Context: an optimization exercise on an open-source flow, tuned for small area. The choices shown serve that exercise and are no tape-out recipe.
RTL that was checked went through simulation tests only; none was proved equivalent to the original.
No driver is modelled on the clock port, so clocking that relies on it looks cheaper here than on a real chip.
No activity file was given, so power comes from the tool's default toggle rates.

## job 1184
Design pyro_stream_ingest, start of the top module:
module pyro_stream_ingest (
    input  wire         clk,
    input  wire         rst,           
    input  wire         in_valid,      
    input  wire [7:0]   in_byte,
    input  wire [31:0]  now,           
    output reg          ev_valid,      
    output wire [2:0]   ev_code,       
    output reg  [87:0]  rec_0001,      
    output reg  [7:0]   rec_0002,      
    output reg  [103:0] rec_0201,      
    output reg  [7:0]   last_seq,      
    output reg          online         
);
Settings: LEC_CHECK=0, CAP_MARGIN=20, CORE_MARGIN=2, CORE_UTILIZATION=40, SLEW_MARGIN=20, SYNTH_HIERARCHICAL=1; clock period 10.0 ns.
standard.sh (not shown) runs the stock make flow with config.mk's settings and CLKGATE_MAP_FILE= SYNTH_SCRIPT=/design/flow/synth_recipe.tcl, a recipe that flattens the netlist after the stock synthesis.
==> flow/flow/run.sh <==
#!/bin/bash
# Own layout flow: the standard flow (standard.sh, all ORFS steps unchanged),
# with the port buffers made of the smallest buffer cell and a clock tree of
# smaller buffers without dummy loads. Each make step logs to orfs/logs/...;
# the whole run's output goes to standard.log in this folder.
set -euo pipefail
export BUFFER_PORTS_ARGS="-buffer_cell sky130_fd_sc_hd__buf_1"
export CTS_ARGS="-sink_clustering_enable -repair_clock_nets -dont_use_dummy_load -buf_list sky130_fd_sc_hd__clkbuf_4 -sink_clustering_size 9 -sink_clustering_max_diameter 40"
bash standard.sh > standard.log 2>&1
Here is what was changed in the inputs of job 8820 compared with job 1184.
Settings: swapping 40 for 65 in CORE_UTILIZATION; putting PLACE_DENSITY at 0.8 where nothing was set.
-- flow/flow/run.sh --
<<< job 1184, line 8
export CTS_ARGS="-sink_clustering_enable -repair_clock_nets -dont_use_dummy_load -buf_list sky130_fd_sc_hd__clkbuf_4 -sink_clustering_size 9 -sink_clustering_max_diameter 40"
bash standard.sh > standard.log 2>&1
>>> job 8820, line 8
export CTS_ARGS="-sink_clustering_enable -repair_clock_nets -dont_use_dummy_load -buf_list sky130_fd_sc_hd__clkbuf_4 -sink_clustering_size 9 -sink_clustering_max_diameter 40"
export RECOVER_POWER=100
bash standard.sh > standard.log 2>&1
[summary]
The flow completed for job 8820, but it is not clean: the layout still shows max-capacitance violations, max-slew violations. Against job 1184 as the reference, job 8820 delivers a higher actual transition at the worst max-transition pin. Taking job 8820 as 1.0, job 1184 lands at 0.67 on DRC marker count from the first detailed-route iteration. Compared with job 1184, job 8820 shows a higher endpoint arrival time on the critical path. On final design area excluding fillers: between job 1184 and job 8820, it ends up lower for job 8820. Summary of job 8820 over job 1184: CTS buffer count went down; growth of design area from synthesis to finish went down; clock latency reported for the late side of the worst-skew pair went down.
## Diff of input files: job 3255 against job 8820
Settings: swapping 20 for 0 in SLEW_MARGIN; swapping 20 for 0 in CAP_MARGIN.
- Finished, but not clean: job 8820, with max-capacitance violations, max-slew violations.
- From the logs: job 3255 reached the end of the flow and failed the layout checks with max-capacitance violations, max-slew violations.
- Relative to job 8820, amount of wire on met3 after detailed routing decreased by about 12% in job 3255.
- Compared with job 8820, in job 3255 total power essentially unchanged, max-capacitance violation count ~0 delta.
- There was hardly any difference in worst reg2reg path depth between job 3255 and job 8820.
- Job 3255 against job 8820: final critical-path share of the clock period held; setup slack went down 14 ps.
- Looking at job 3255 and job 8820, the proportion of total power due to net switching is a wash.
- The area added between synthesis and finish of job 3255 and that of job 8820 are within noise of each other.

========
## build 35
pyro_stream_ingest, a different RTL version from the one above (not shown whole).
Size in the first run: roughly 1100 cells after synthesis, about 360 flip-flops, about 0.013 mm^2 of cells after synthesis.
clock: 10.0 ns
lec_check: 0
cap_margin: 20
core_margin: 2
core_utilization: 65
place_density: 0.8
slew_margin: 20
synth_hierarchical: 1
==> flow/flow/run.sh <==
#!/bin/bash
# Own layout flow: the standard flow (standard.sh, all ORFS steps unchanged),
# with the port buffers made of the smallest buffer cell and a clock tree of
# smaller buffers without dummy loads. Each make step logs to orfs/logs/...;
# the whole run's output goes to standard.log in this folder.
set -euo pipefail
export BUFFER_PORTS_ARGS="-buffer_cell sky130_fd_sc_hd__buf_1"
export CTS_ARGS="-sink_clustering_enable -repair_clock_nets -dont_use_dummy_load -buf_list sky130_fd_sc_hd__clkbuf_4 -sink_clustering_size 9 -sink_clustering_max_diameter 40"
export POST_CTS_TCL="$PWD/flow/post_cts.tcl"
bash standard.sh > standard.log 2>&1
==> flow/flow/post_cts.tcl <==
# After CTS: downsize gates off the critical paths (repair_timing's power
# recovery, which also cuts area), then repair slew and capacitance again and
# legalise the placement.
repair_timing -recover_power 100 -verbose
repair_design -cap_margin 20 -slew_margin 20 -verbose
detailed_placement
check_placement -verbose
Modified inputs, build 87 compared to build 35
- a change of CORE_UTILIZATION from 65 to 90
- a change of PLACE_DENSITY from 0.8 to 0.95
--- outcome ---
- FAIL build 87 @ global placement without I/O: tool exited with error
- Effective utilization at floorplan in build 87 is 26 points higher than in build 35
- Build 35 -> build 87: post-synthesis area per instance delta 0, exact match
- Build 87 vs build 35 — die height dropped about 15%.
- Sequential element share of the synthesized area: build 35 vs build 87 identical
- Taking build 35 as the reference point, the overall die width of build 87 falls by 22 um.
- The cell area after technology mapping on build 35 is in line with that on build 87.
- Sort build 35 and build 87 by placement row count asc -> top: build 87
[inputs] build 76 vs build 87
- PLACE_DENSITY now 0.8, was 0.95
- CORE_UTILIZATION now 65, was 90
==> flow/flow/run.sh <==
#!/bin/bash
# Own layout flow: the standard flow (standard.sh, ORFS steps), with
#  * synthesis run by flow/synth.tcl: the standard flow's synthesis script unchanged except
#    that ABC maps the logic with an area-oriented script (flow/area.abc);
#  * the port buffers made of the smallest buffer cell;
#  * a clock tree of small buffers without dummy loads;
#  * after CTS, gates off the critical paths downsized (power recovery) and
#    slew/capacitance repaired again (flow/post_cts.tcl).
# Synthesis logs to synth.log, the rest to standard.log, and each ORFS step to
# its own log under orfs/logs/.
set -euo pipefail
export BUFFER_PORTS_ARGS="-buffer_cell sky130_fd_sc_hd__buf_1"
export CTS_ARGS="-sink_clustering_enable -repair_clock_nets -dont_use_dummy_load -buf_list sky130_fd_sc_hd__clkbuf_4 -sink_clustering_size 9 -sink_clustering_max_diameter 40"
export POST_CTS_TCL="$PWD/flow/post_cts.tcl"
export MY_ABC="$PWD/flow/area.abc"
# standard.sh's make command, with this flow's synthesis script, for the synth target only.
sed -e "s#SYNTH_SCRIPT=[^ ]*#SYNTH_SCRIPT=$PWD/flow/synth.tcl#" -e 's#"${@:-finish}"#synth#' standard.sh > synth.sh
bash synth.sh > synth.log 2>&1
bash standard.sh > standard.log 2>&1
==> flow/flow/area.abc (new file) <==
&get -n
&st
&dch
&nf -a
&put
==> flow/flow/synth.tcl (new file) <==
# The standard synthesis script (synth_recipe.tcl), with one change: ABC maps
# the logic with the ABC script in $MY_ABC (flow/area.abc, area-oriented) instead of ORFS's
# speed script (-script, -constr and -D of ORFS's abc call are replaced).
# Registers are mapped by dfflibmap before ABC runs, so they are unchanged.
proc synth {args} { yosys synth -nofsm -noshare {*}$args }
proc abc {args} {
  set keep {}
  set skip 0
  foreach a $args {
    if { $skip } { set skip 0; continue }
    if { $a eq "-script" || $a eq "-constr" || $a eq "-D" } { set skip 1; continue }
    lappend keep $a
  }
  if {[info exists ::env(MY_ABC)] && $::env(MY_ABC) ne ""} { lappend keep -script $::env(MY_ABC) }
  yosys abc {*}$keep
}
source $::env(SCRIPTS_DIR)/synth.tcl
# left out here: clear keep_hierarchy, flatten, clean up, hide names made inside functions, write 1_2_yosys.v
Results
- Of build 87 and build 76, only build 87 fails to reach the end of the flow.
- Synthesized cell count, build 87 and build 76: smaller value in build 76
- Build 87 → build 76: chip width grew by 13%; synthesized-area fraction occupied by and/or/nand/nor cells lower; XOR/XNOR share of the synthesized area saw an increase; fraction of the mapped netlist area in compound gates +2.6 points.
- In terms of adder-cell share of the synthesized area, build 76 and build 87 differ only marginally.
- The lower sequential element share of the synthesized area of build 87 and build 76 is in build 87.
- Taking build 76 as 1.0, build 87 lands at 0.887 on overall die height.
- In the reports for build 87 and build 76, the larger number of rows created at floorplan belongs to build 76.
- Number of different library cells in the post-synthesis netlist: build 76 < build 87
- Taking build 87 as the reference point, the synthesized area of build 76 falls by about 7.5%.

========
willow:
pyro_stream_ingest again, from the RTL that the note above started with.
## pyro_stream_ingest
module pyro_stream_ingest (
    input  wire         clk,
    input  wire         rst,           
    input  wire         in_valid,      
    input  wire [7:0]   in_byte,
    input  wire [31:0]  now,           
    output reg          ev_valid,      
    output wire [2:0]   ev_code,       
    output reg  [87:0]  rec_0001,      
    output reg  [7:0]   rec_0002,      
    output reg  [103:0] rec_0201,      
    output reg  [7:0]   last_seq,      
    output reg          online         
);
clock: 10.0 ns
lec_check: 0
cap_margin: 20
core_margin: 2
core_utilization: 80
place_density: 0.9
slew_margin: 20
synth_hierarchical: 1
==> flow/flow/run.sh <==
#!/bin/bash
# Own layout flow: the standard flow (standard.sh, all ORFS steps unchanged),
# with the port buffers made of the smallest buffer cell and a clock tree of
# smaller buffers without dummy loads. Each make step logs to orfs/logs/...;
# the whole run's output goes to standard.log in this folder.
set -euo pipefail
export BUFFER_PORTS_ARGS="-buffer_cell sky130_fd_sc_hd__buf_1"
export CTS_ARGS="-sink_clustering_enable -repair_clock_nets -dont_use_dummy_load -buf_list sky130_fd_sc_hd__clkbuf_4 -sink_clustering_size 9 -sink_clustering_max_diameter 40"
export POST_CTS_TCL="$PWD/flow/post_cts.tcl"
bash standard.sh > standard.log 2>&1
Scripts as last shown in full above: flow/flow/post_cts.tcl
Changes in xenon relative to willow:
diff --git a/flow/flow/run.sh b/flow/flow/run.sh
--- a/flow/flow/run.sh
+++ b/flow/flow/run.sh
@@ -9 +8,0 @@
-export POST_CTS_TCL="$PWD/flow/post_cts.tcl"
diff --git a/flow/config.mk b/flow/config.mk
--- a/flow/config.mk
+++ b/flow/config.mk
@@ -10,2 +10,2 @@
-export CORE_UTILIZATION = 80
-export PLACE_DENSITY = 0.9
+export CORE_UTILIZATION = 65
+export PLACE_DENSITY = 0.8
removed: flow/flow/post_cts.tcl
Notes after the runs:
Compared to willow, xenon shows a wider setup margin. Lower sequential share of layout area goes to xenon over willow. Delta (xenon minus willow): post-route standard cell area excluding fillers climbed 1.3%, effective utilization at floorplan went down by 15 points, floorplan die area moved up.
Relative to xenon, the following input files were edited for tundra:
diff --git a/flow/flow/run.sh b/flow/flow/run.sh
--- a/flow/flow/run.sh
+++ b/flow/flow/run.sh
@@ -8 +8,2 @@
-export CTS_ARGS="-sink_clustering_enable -repair_clock_nets -dont_use_dummy_load -buf_list sky130_fd_sc_hd__clkbuf_4 -sink_clustering_size 9 -sink_clustering_max_diameter 40"
+export CTS_ARGS="-sink_clustering_enable -repair_clock_nets -dont_use_dummy_load -buf_list sky130_fd_sc_hd__clkbuf_4 -sink_clustering_size 11 -sink_clustering_max_diameter 40"
+export POST_CTS_TCL="$PWD/flow/post_cts.tcl"
==> flow/flow/post_cts.tcl (new file) <==
# After CTS: downsize gates off the critical paths (repair_timing's power
# recovery, which also cuts area), then repair slew and capacitance again and
# legalise the placement.
repair_timing -recover_power 100 -verbose
repair_design -cap_margin 20 -slew_margin 20 -verbose
detailed_placement
check_placement -verbose
diff --git a/flow/config.mk b/flow/config.mk
--- a/flow/config.mk
+++ b/flow/config.mk
@@ -10,2 +10,2 @@
-export CORE_UTILIZATION = 65
-export PLACE_DENSITY = 0.8
+export CORE_UTILIZATION = 80
+export PLACE_DENSITY = 0.9
Results
Detailed-route via count (tundra vs. xenon) increases slightly. On final clock period utilization by the worst path, the lower figure sits with xenon, not tundra. Leakage power: tundra vs xenon down about 1.6%. Compared to xenon, tundra shows a narrower setup margin. Tap cell count: tundra < xenon. | met2 wire length | lower: xenon |. Changes observed in tundra relative to xenon: reported combinational group power decreased by about 4.3% relative to the old numbers, via count of the first global-routing pass closely matched the old numbers, global-route usage increased by 6.6 points relative to the old numbers.
For indigo, these inputs were changed with respect to tundra:
diff --git a/flow/flow/run.sh b/flow/flow/run.sh
--- a/flow/flow/run.sh
+++ b/flow/flow/run.sh
@@ -8 +8 @@
-export CTS_ARGS="-sink_clustering_enable -repair_clock_nets -dont_use_dummy_load -buf_list sky130_fd_sc_hd__clkbuf_4 -sink_clustering_size 11 -sink_clustering_max_diameter 40"
+export CTS_ARGS="-sink_clustering_enable -repair_clock_nets -dont_use_dummy_load -buf_list sky130_fd_sc_hd__clkbuf_4 -sink_clustering_size 9 -sink_clustering_max_diameter 40"
diff --git a/flow/config.mk b/flow/config.mk
--- a/flow/config.mk
+++ b/flow/config.mk
@@ -10,2 +10,2 @@
-export CORE_UTILIZATION = 80
-export PLACE_DENSITY = 0.9
+export CORE_UTILIZATION = 85
+export PLACE_DENSITY = 0.92
Notes after the runs:
- tundra and indigo all finish clean.
- [compare] base=tundra new=indigo: fraction of the cycle the final worst path needs decreased 1.2 points; placed standard-cell area essentially unchanged; core area decreased 7.3%; total power increased 2.5%.
- Taking tundra as the reference, in indigo total number of tap cells shrank by 9; required time of the critical path held steady; fraction of area in clock buffers and inverters grew by 0.31 points; worst setup slack grew by 0.12 ns; worst setup slack after placement shrank by 0.10 ns.
- Comparing tundra against indigo, there is no change at all in number of flip-flops and latches.
- Sort tundra and indigo by cell area after layout, descending, and indigo comes first.

========
Another version of the RTL of pyro_stream_ingest (not shown whole).
Size in the first run: ~360 flip-flops, ~260 I/O pins, about 14000 um^2 of cells after synthesis.
export LEC_CHECK = 0
export CAP_MARGIN = 20
export CORE_MARGIN = 2
export CORE_UTILIZATION = 40
export SLEW_MARGIN = 20
export SYNTH_HIERARCHICAL = 1
create_clock -name core_clock -period 10.0 [get_ports {clk}]
==> flow/flow/run.sh <==
#!/bin/bash
# Own layout flow: the standard flow (standard.sh, all ORFS steps unchanged),
# with the port buffers made of the smallest buffer cell and a clock tree of
# smaller buffers without dummy loads. Each make step logs to orfs/logs/...;
# the whole run's output goes to standard.log in this folder.
set -euo pipefail
export BUFFER_PORTS_ARGS="-buffer_cell sky130_fd_sc_hd__buf_1"
export CTS_ARGS="-sink_clustering_enable -repair_clock_nets -dont_use_dummy_load -buf_list sky130_fd_sc_hd__clkbuf_4"
bash standard.sh > standard.log 2>&1
The starting point completed without violations.
Next try:
==> flow/run.sh (new file) <==
#!/bin/bash
# synth_recipe.tcl (not shown) runs the flow's synth.tcl, then flattens the netlist and writes it again
# the make line also repeats each setting of config.mk as NAME=value (left out here)
make -C /OpenROAD-flow-scripts/flow DESIGN_CONFIG=/design/flow/config.mk WORK_HOME=/design/flow/orfs CLKGATE_MAP_FILE= SYNTH_SCRIPT=/design/flow/synth_recipe.tcl finish
removed: flow/flow/run.sh
removed: flow/standard.sh
Outcome: The changed run ran to the end with no violations; final area goes up by 12%; total power goes up by about 16%; sequential cell count is unchanged.

========
main:
Another version of the RTL of pyro_stream_ingest (not shown whole).
Size: roughly 360 flip-flops, about 260 I/O pins.
// pyro_stream_ingest
module pyro_stream_ingest (
    input  wire         clk,
    input  wire         rst,           
    input  wire         in_valid,      
    input  wire [7:0]   in_byte,
    input  wire [31:0]  now,           
    output reg          ev_valid,      
    output wire [2:0]   ev_code,       
    output reg  [87:0]  rec_0001,      
    output reg  [7:0]   rec_0002,      
    output reg  [103:0] rec_0201,      
    output reg  [7:0]   last_seq,      
    output reg          online         
);
    localparam [3:0] LEN_LOW  = 4'b1000,
                     LEN_HIGH = 4'b1001,
                     SEQ      = 4'b1010,
                     HDR_CRC8 = 4'b1011,
                     BODY     = 4'b1100,    
                     CRC_HI   = 4'b1101;    
    localparam [2:0] EV_RESYNC_LEN   = 3'd1,
                     EV_RESYNC_CRC8  = 3'd2,
                     EV_RESYNC_CRC16 = 3'd3,
                     EV_FRAME_OK     = 3'd4,
                     EV_FRAME_UNSUB  = 3'd5;
    function [15:0] crc16_step(input [15:0] c, input [7:0] b);
        integer i;
        begin
            crc16_step = c ^ {8'h00, b};
            for (i = 0; i < 8; i = i + 1)
                crc16_step = crc16_step[0] ? ((crc16_step >> 1) ^ 16'h8408) : (crc16_step >> 1);
        end
    endfunction
    localparam [15:0] CRC16_SOF = crc16_step(16'hFFFF, 8'hA5);
    reg [3:0]  st;
    reg [7:0]  rem;           
    reg [3:0]  k;             
    reg [1:0]  cls;           
    reg [7:0]  seq_r;
    reg [15:0] crc16_r;
    reg [7:0]  stage [0:12];
    reg        now0_r;        
    reg [6:0]  age;           
    assign ev_code = st[2:0];
    wire seek = !st[3];
    wire [7:0]  crc16_t    = crc16_r[7:0] ^ in_byte;
    wire [7:0]  crc16_u    = crc16_t ^ {crc16_t[3:0], 4'h0};
    wire [15:0] crc16_next = {8'h00, crc16_r[15:8]} ^ {crc16_u, 8'h00} ^ {5'h00, crc16_u, 3'h0} ^ {12'h000, crc16_u[7:4]};
    wire [7:0]  hdr_chk;
    assign hdr_chk[0] = in_byte[6] ^ crc16_next[2] ^ crc16_r[4] ^ crc16_r[7];
    assign hdr_chk[1] = rem[2] ^ rem[4] ^ crc16_r[12] ^ crc16_t[4];
    assign hdr_chk[2] = seq_r[1] ^ in_byte[3] ^ seq_r[7] ^ crc16_t[4];
    assign hdr_chk[3] = seq_r[6] ^ in_byte[6] ^ crc16_next[1] ^ crc16_t[5];
    assign hdr_chk[4] = ~(crc16_next[2] ^ crc16_r[4] ^ crc16_next[4] ^ crc16_next[10]);
  ...
clock: 10.0 ns
lec_check: 0
cap_margin: 20
core_margin: 2
core_utilization: 65
place_density: 0.8
slew_margin: 20
synth_hierarchical: 1
==> flow/flow/run.sh <==
#!/bin/bash
# Own layout flow: the standard flow (standard.sh, all ORFS steps unchanged),
# with the port buffers made of the smallest buffer cell and a clock tree of
# smaller buffers without dummy loads. Each make step logs to orfs/logs/...;
# the whole run's output goes to standard.log in this folder.
set -euo pipefail
export BUFFER_PORTS_ARGS="-buffer_cell sky130_fd_sc_hd__buf_1"
export CTS_ARGS="-sink_clustering_enable -repair_clock_nets -dont_use_dummy_load -buf_list sky130_fd_sc_hd__clkbuf_4 -sink_clustering_size 10 -sink_clustering_max_diameter 50"
bash standard.sh > standard.log 2>&1
### main -> the feature branch
- PLACE_DENSITY no longer set, was 0.8
- CORE_UTILIZATION now 40, was 65
==> comparison <==
From main to the feature branch the numbers moved as follows: total global-route track usage dropped 8.2 points; cell row count climbed 14.
Re worst hold path depth: no difference whatsoever between the feature branch and main.
No functional check of the RTL was part of any run of this note.

## port drivers added, routing unchanged
How much do the figures lean on ideal ports? The routed layouts below were timed once more, with nothing changed but the port constraints. Step 1 sets driving cells, clkbuf_16 on the clock port and buf_2 on the other inputs (assumed; they add their load-dependent delay and slew). Step 2, shift: input delay + t, output delay - t, t = (earliest + latest rising clock arrival at the registers) / 2. This alone moves slack from input paths to output paths. a / b / c = ideal / step 1 / step 2; a / b = the first two.
run	t, ns	setup slack, ns	slew at the worst register clock pin (ns)	worst slew at a driven data input, ns
job 1184	0.721	4.711 / 4.737 / 4.016	0.10 / 0.10	0.04
job 8820	0.691	2.954 / 2.976 / 2.285	0.10 / 0.10	0.03
job 3255	0.686	2.939 / 2.962 / 2.275	0.10 / 0.10	0.03
build 35	0.687	4.611 / 4.633 / 3.946	0.10 / 0.10	0.06
build 76	0.667	3.585 / 3.603 / 2.935	0.10 / 0.10	0.05
willow	0.682	3.642 / 3.655 / 2.973	0.11 / 0.11	0.05
xenon	0.692	4.889 / 4.911 / 4.219	0.10 / 0.10	0.06
tundra	0.672	3.709 / 3.727 / 3.054	0.12 / 0.12	0.05
indigo	0.679	3.828 / 3.847 / 3.168	0.12 / 0.12	0.05
the first run of note 4	0.756	4.544 / 4.558 / 3.802	0.07 / 0.07	0.05
the second run of note 4	0.556	4.603 / 4.622 / 4.066	0.06 / 0.06	0.04
main	0.684	5.048 / 5.068 / 4.383	0.11 / 0.11	0.03
the feature branch	0.688	4.641 / 4.661 / 3.974	0.12 / 0.12	0.05
The setup slack of the first run of note 4, which loses most, moves by +0.014 ns with the drivers and by -0.742 ns with both steps.
